Background: an optimization exercise with open tools, aiming at small area, a short achievable clock period and few clock cycles. Do not read the settings as production practice.
At most, simulation tests tie the RTL to the original design; equivalence was not proved.
Power figures rest on the tool's default switching activity, not on a simulated workload.

==> inputs of wip/onyx <==
Design pm25_codec, start of the top module:
module pm25_codec (
    input  wire         clk,
    input  wire         rst,         
    input  wire         req_valid,
    input  wire [31:0]  req_word,
    input  wire [5:0]   req_nops,    
    input  wire [255:0] req_ops,     
    output wire         busy,
    input  wire         rx_valid,
    input  wire [1:0]   rx_kind,     
    input  wire [7:0]   rx_byte,
    output wire         rx_ready,
    output reg  [2:0]   st,
    output reg  [1:0]   rop,
    output wire [7:0]   nrx,
    output reg          len_vld,
    output wire [15:0]  lenf_r,
    output reg          lmatch,
    output reg          csc_vld,
    output wire [15:0]  csc,
    output reg          csr_vld,
    output reg  [15:0]  csr,
    output wire [5:0]   flen,
    output wire [255:0] fbuf,
    output reg          cbuf_vld,
    output wire [55:0]  cbuf
);
==> flow/config.mk <==
export PLATFORM = sky130hd
export DESIGN_NAME = pm25_codec
export DESIGN_NICKNAME = pm25_codec
export VERILOG_FILES = /design/flow/design.v
export SDC_FILE = /design/flow/constraint.sdc
export NUM_CORES = 4
export LEC_CHECK = 0
export CAP_MARGIN = 35
export CORE_MARGIN = 2
export CORE_UTILIZATION = 50
export CTS_BUF_LIST = sky130_fd_sc_hd__clkbuf_8
export SLEW_MARGIN = 20
==> flow/constraint.sdc <==
create_clock -name core_clock -period 10.0 [get_ports {clk}]
set_input_delay 2.0000 -clock core_clock [delete_from_list [all_inputs] [get_ports {clk}]]
set_output_delay 2.0000 -clock core_clock [all_outputs]
set_load 0.01 [all_outputs]
standard.sh (not shown) runs the stock make flow with config.mk's settings and CLKGATE_MAP_FILE= SYNTH_SCRIPT=/design/flow/synth_recipe.tcl, a recipe that flattens the netlist after the stock synthesis.
==> flow/flow/run.sh <==
#!/bin/bash
set -euo pipefail
export BUFFER_PORTS_ARGS="-buffer_cell sky130_fd_sc_hd__buf_1"
export SETUP_SLACK_MARGIN=6.8
bash standard.sh > standard.log 2>&1
==> inputs of wip/yarrow, as changes to wip/onyx <==
==> flow/flow/run.sh (replaced) <==
#!/bin/bash
set -euo pipefail
export BUFFER_PORTS_ARGS="-buffer_cell sky130_fd_sc_hd__buf_1"
export SETUP_SLACK_MARGIN=6.6
platform_dont_use="sky130_fd_sc_hd__probe_p_8 sky130_fd_sc_hd__probec_p_8 sky130_fd_sc_hd__lpflow_bleeder_1 sky130_fd_sc_hd__lpflow_clkbufkapwr_1 sky130_fd_sc_hd__lpflow_clkbufkapwr_16 sky130_fd_sc_hd__lpflow_clkbufkapwr_2 sky130_fd_sc_hd__lpflow_clkbufkapwr_4 sky130_fd_sc_hd__lpflow_clkbufkapwr_8 sky130_fd_sc_hd__lpflow_clkinvkapwr_1 sky130_fd_sc_hd__lpflow_clkinvkapwr_16 sky130_fd_sc_hd__lpflow_clkinvkapwr_2 sky130_fd_sc_hd__lpflow_clkinvkapwr_4 sky130_fd_sc_hd__lpflow_clkinvkapwr_8 sky130_fd_sc_hd__lpflow_decapkapwr_12 sky130_fd_sc_hd__lpflow_decapkapwr_3 sky130_fd_sc_hd__lpflow_decapkapwr_4 sky130_fd_sc_hd__lpflow_decapkapwr_6 sky130_fd_sc_hd__lpflow_decapkapwr_8 sky130_fd_sc_hd__lpflow_inputiso0n_1 sky130_fd_sc_hd__lpflow_inputiso0p_1 sky130_fd_sc_hd__lpflow_inputiso1n_1 sky130_fd_sc_hd__lpflow_inputiso1p_1 sky130_fd_sc_hd__lpflow_inputisolatch_1 sky130_fd_sc_hd__lpflow_isobufsrc_1 sky130_fd_sc_hd__lpflow_isobufsrc_16 sky130_fd_sc_hd__lpflow_isobufsrc_2 sky130_fd_sc_hd__lpflow_isobufsrc_4 sky130_fd_sc_hd__lpflow_isobufsrc_8 sky130_fd_sc_hd__lpflow_isobufsrckapwr_16 sky130_fd_sc_hd__lpflow_lsbuf_lh_hl_isowell_tap_1 sky130_fd_sc_hd__lpflow_lsbuf_lh_hl_isowell_tap_2 sky130_fd_sc_hd__lpflow_lsbuf_lh_hl_isowell_tap_4 sky130_fd_sc_hd__lpflow_lsbuf_lh_isowell_4 sky130_fd_sc_hd__lpflow_lsbuf_lh_isowell_tap_1 sky130_fd_sc_hd__lpflow_lsbuf_lh_isowell_tap_2 sky130_fd_sc_hd__lpflow_lsbuf_lh_isowell_tap_4"
slow=""
for c in or3 or3b or4 or4b or4bb; do
  for d in 1 2 4; do slow="$slow sky130_fd_sc_hd__${c}_${d}"; done
done
bash standard.sh "DONT_USE_CELLS=$platform_dont_use$slow" finish > standard.log 2>&1
==> inputs of wip/raven, as changes to wip/onyx <==
--- a/flow/design.v
+++ b/flow/design.v
@@ -247,27 +247,21 @@
             cscz    <= 1'b0;
             csr_vld <= 1'b1;
             st      <= veq ? ST_OK : ST_CSUM;
             rop     <= 2'd3;
         end
     end
     always @(posedge clk) begin
         if (!busy_r) begin
-            if (req_valid) begin
-                tg  <= w_arg8[5:0];
-                em4 <= w_arg8[5:0] - 6'd4;
-                pol <= req_word[4];
+            tg  <= w_arg8[5:0];
+            em4 <= w_arg8[5:0] - 6'd4;
+            pol <= req_word[4];
+            if (req_valid)
                 acc <= 13'd0;
-                s01 <= 9'd0;
-                s23 <= 9'd0;
-                vm  <= {w_arg8[5:0] >= 6'd6, w_arg8[5:0] >= 6'd5,
-                        w_arg8[5:0] >= 6'd4, w_arg8[5:0] >= 6'd3};
-                vl  <= (w_arg8[5:0] <= 6'd6);
-            end
         end else if (rxr) begin
             if (rv) begin
                 csr <= {csr[7:0], rx_byte};
                 if (hunt)
                     acc <= 13'h042;
                 else if (stor && !(s_bd && lastr))
                     acc <= acc + {5'd0, csr[7:0]};
                 if (s_ll) begin
@@ -280,25 +274,33 @@
             end
             if (s_bd)
                 tg <= tbody;
         end else if (s_en) begin
             acc <= {3'd0, enc_sum};
         end else begin
             tg  <= tg - 6'd4;
             acc <= vacc;
-            s01 <= {1'b0, v0} + {1'b0, v1};
-            s23 <= {1'b0, v2} + {1'b0, v3};
-            vm  <= {tg >= 6'd10, tg >= 6'd9, tg >= 6'd8, tg >= 6'd7};
-            vl  <= (tg <= 6'd10);
             if (s_vs)
                 csr <= vcsr;
         end
     end
     always @(posedge clk) begin
+        s01 <= s_vs ? {1'b0, v0} + {1'b0, v1} : 9'd0;
+        s23 <= s_vs ? {1'b0, v2} + {1'b0, v3} : 9'd0;
+        if (busy_r) begin
+            vm <= {tg >= 6'd10, tg >= 6'd9, tg >= 6'd8, tg >= 6'd7};
+            vl <= (tg <= 6'd10);
+        end else begin
+            vm <= {w_arg8[5:0] >= 6'd6, w_arg8[5:0] >= 6'd5,
+                   w_arg8[5:0] >= 6'd4, w_arg8[5:0] >= 6'd3};
+            vl <= (w_arg8[5:0] <= 6'd6);
+        end
+    end
+    always @(posedge clk) begin
         if (take && enc_ok)
             cbd <= {w_arg16[7:0], w_arg16[15:8], w_arg8};
         if (s_en)
             cck <= enc_sum;
     end
     genvar g;
     generate
         for (g = 2; g < 32; g = g + 1) begin : g_fb
==> flow/flow/run.sh (replaced) <==
#!/bin/bash
set -euo pipefail
export BUFFER_PORTS_ARGS="-buffer_cell sky130_fd_sc_hd__buf_1"
export SETUP_SLACK_MARGIN=6.6
bash standard.sh > standard.log 2>&1
- ABC_AREA: default -> 1
==> comparison <==
Clock power, lowest first: wip/yarrow, wip/onyx, wip/raven. Of wip/yarrow and wip/raven, wip/raven has the higher first-iteration DRC count (gap 17%, measured against wip/raven). Sequential cell count is the same in wip/raven and wip/yarrow. Of wip/onyx and wip/yarrow, wip/yarrow has the higher fmax (gap about 4.4%, measured against wip/yarrow). Worst setup slack, lowest first: wip/onyx, wip/raven, wip/yarrow. In sequential power, wip/onyx and wip/yarrow hardly differ. Via count, highest first: wip/raven, wip/onyx, wip/yarrow. Global-route usage: wip/yarrow < wip/raven < wip/onyx. The lowest worst hold slack belongs to wip/raven, the highest to wip/onyx. Cell count: wip/raven is higher than wip/yarrow (about 24%).
Testbench counts of wip/onyx, summed over its fixed seeds: cycles 28,075.
Testbench counts of wip/yarrow, summed over its fixed seeds: cycles 28,075.
Only the layout flow was run in wip/raven; the RTL was not checked for function there.

## afterwards: timing with drivers on the ports
Ports are ideal in the flow. The routed layouts listed here were re-timed in OpenROAD. Step 1 assumes that a clkbuf_16 drives the clock port and a buf_2 every other input. Step 2 adds t to the input delays and takes it off the output delays; t is the mean of the earliest and latest rising clock arrival at the registers after step 1. Input paths then give back, and output paths get back, about the clock's delay inside the block. Three values: ideal, step 1, step 2; two values: the first two.
| run | t, ns | setup WS [ns] | hold slack, ns |
|---|---|---|---|
| wip/onyx | 0.748 | 6.423 / 6.412 / 5.664 | 0.450 / 0.450 / 0.450 |
| wip/yarrow | 0.756 | 6.579 / 6.515 / 5.812 | 0.441 / 0.441 / 0.441 |
| wip/raven | 0.760 | 6.570 / 6.513 / 5.990 | 0.414 / 0.414 / 0.414 |
After both steps every run listed still meets setup and hold. The setup slack of wip/yarrow, which loses most, moves by -0.064 ns with the drivers and by -0.767 ns with both steps.
